What follows belongs to an exercise in optimizing a design on an open flow for small area and a short achievable clock period; a production flow would make more cautious choices.
RTL that was checked went through simulation tests only; none was proved equivalent to the original.

== run D ==
==> module qd256, before the edit <==
module qd256 (
    input  wire       clk,
    input  wire       rst,
    input  wire       cmd_valid,
    input  wire [2:0] cmd_op,
    input  wire [7:0] cmd_a,
    input  wire [7:0] cmd_b,
    output reg        res_valid,
    output reg  [7:0] res,
    output wire       err
);
    reg [7:0] acc;
    reg       err_q;
    wire       use_acc = cmd_op[2];                  
    wire       inv     = ~(cmd_op[0] ^ cmd_op[2]);   
    wire       no_b    = cmd_op[1];                  
    wire [7:0] l    = use_acc ? acc : cmd_a;
    wire [7:0] r    = no_b ? 8'h00 : cmd_b;
    wire       jl   = l[7];
    wire       sub  = jl | inv;
    wire       cin  = jl;
    wire       nout = inv & ~jl;
    wire       flip = jl & (r[0] ^ (inv & l[0]));
    wire [6:0] ro = r[6:0] ^ {7{sub}};
    wire [6:0] lo = l[6:0];
    wire [7:0] g0 = {lo & ro, cin};
    wire [7:0] p0 = {lo ^ ro, 1'b0};
    wire [7:0] s8 = {lo, cin} + {ro, cin};
    wire [6:0] cc = s8[7:1] ^ p0[7:1];
    wire [6:0] sum = p0[7:1] ^ cc;
    wire [6:0] k    = sum ^ {7{nout}} ^ {flip, 6'd0};
    wire [7:0] out  = {jl ^ r[7], k};
    wire       emits = cmd_op[2] ? ~cmd_op[1] : (cmd_op[1] ^ cmd_op[0]);
    wire       v_enc = cmd_valid & (cmd_op == 3'b100);
    wire       v_dec = cmd_valid & (cmd_op == 3'b101);
    wire       v_clr = cmd_valid & (cmd_op == 3'b011);
    wire       hold  = ~(v_enc | v_dec | v_clr);
    wire [7:0] acc_d = ({8{v_enc}} & out) | ({8{v_dec}} & cmd_b) | ({8{hold}} & acc);
    always @(posedge clk) begin
        if (rst) begin
            acc       <= 8'h00;
            err_q     <= 1'b0;
            res_valid <= 1'b0;
        end else begin
            res_valid <= cmd_valid & emits;
            acc       <= acc_d;
            if (cmd_valid & cmd_op[2] & cmd_op[1])
                err_q <= 1'b1;
        end
    end
    always @(posedge clk)
        res <= out;
    assign err = err_q;
endmodule
Settings: LEC_CHECK=0, ABC_AREA=1, CAP_MARGIN=20, CORE_AREA=2 2 61 61, DIE_AREA=0 0 63 63, SLEW_MARGIN=20; clock period 10.0 ns.
standard.sh (not shown) runs the stock make flow with config.mk's settings and CLKGATE_MAP_FILE= SYNTH_SCRIPT=/design/flow/synth_recipe.tcl, a recipe that flattens the netlist after the stock synthesis.
==> flow/flow/run.sh <==
#!/bin/bash
# Own layout flow: the standard synthesis unchanged, then the logic
# between the registers re-mapped for area by OpenROAD's restructure (ABC),
# then the standard layout with plain buf_1 port buffers and an internal
# setup target for repair_timing (flow/knobs.txt); CTS adds no dummy load cells.
set -euo pipefail
cd "$(dirname "${BASH_SOURCE[0]}")/.."
KNOBS=$(cat flow/knobs.txt)
RES=$PWD/orfs/results/$FLOW_PLATFORM/qd256/base
bash standard.sh synth > make_synth.log 2>&1
mkdir -p rmp_work
LIB=$FLOW_HOME/platforms/$FLOW_PLATFORM/lib/sky130_fd_sc_hd__tt_025C_1v80.lib
python3 flow/libfilter.py "$LIB" rmp_work/rmp.lib 'sky130_fd_sc_hd__probe*' 'sky130_fd_sc_hd__lpflow_*'
RES=$RES LIB=$LIB RMP_LIB=$PWD/rmp_work/rmp.lib \
  openroad -no_init -exit flow/rmp.tcl > openroad_rmp.log 2>&1
# shellcheck disable=SC2086
bash standard.sh $KNOBS \
  "BUFFER_PORTS_ARGS=-buffer_cell sky130_fd_sc_hd__buf_1" \
  "CTS_ARGS=-sink_clustering_enable -repair_clock_nets -dont_use_dummy_load" \
  finish > make_finish.log 2>&1
Other scripts of this flow, unchanged in this note and not shown: flow/flow/knobs.txt, flow/flow/libfilter.py, flow/flow/rmp.tcl
Edits applied to the flow inputs when going from run D to run E:
-- flow/design.v --
<<< run D, line 18
    wire [7:0] r    = no_b ? 8'h00 : cmd_b;
    wire       jl   = l[7];
    wire       sub  = jl | inv;
    wire       cin  = jl;
    wire       nout = inv & ~jl;
>>> run E, line 18
    wire [7:0] r    = no_b ? 8'h00 : cmd_b;
    wire       jl   = l[7];
    wire       sub  = cmd_op[2] ? (acc[7] | cmd_op[0]) : (cmd_a[7] | cmd_op[1]);
    wire       cin  = jl;
    wire       nout = inv & ~jl;
### Flow results
In run E, synthesized netlist cell count is higher than in run D. Diff run D..run E | number of pins with negative max-slew slack in the final report | unchanged. Sequential share of layout area | run E below run D. Relative to run D, the core utilization of the finished layout of run E is higher by 2.2 points. Diff run D -> run E | total length of routed met2 wires | up by more than 10%.
The RTL of run E was laid out without a check of its function.

## separate check: timing with driven ports
No port has a modelled driver above. Below, the same layouts with a new extraction and two added sets of constraints.
Step 1, drivers: a clkbuf_16 drives clk and a buf_2 each remaining input, both assumed.
Step 2 also shifts input and output timing later by t, the mid clock arrival at the registers, as if the neighbouring blocks saw the same clock.
Slacks: ideal ports / drivers / drivers and shift; pairs: ideal ports / drivers.
run | shift t [ns] | setup WS [ns] | clock arrival spread, ns | worst slew at a driven data input, ns
run D | 0.308 | 5.786 / 5.784 / 5.476 | 0.002 / 0.002 | 0.03
run E | 0.313 | 5.621 / 5.624 / 5.311 | 0.007 / 0.008 | 0.04
After both steps every run listed still meets setup and hold.
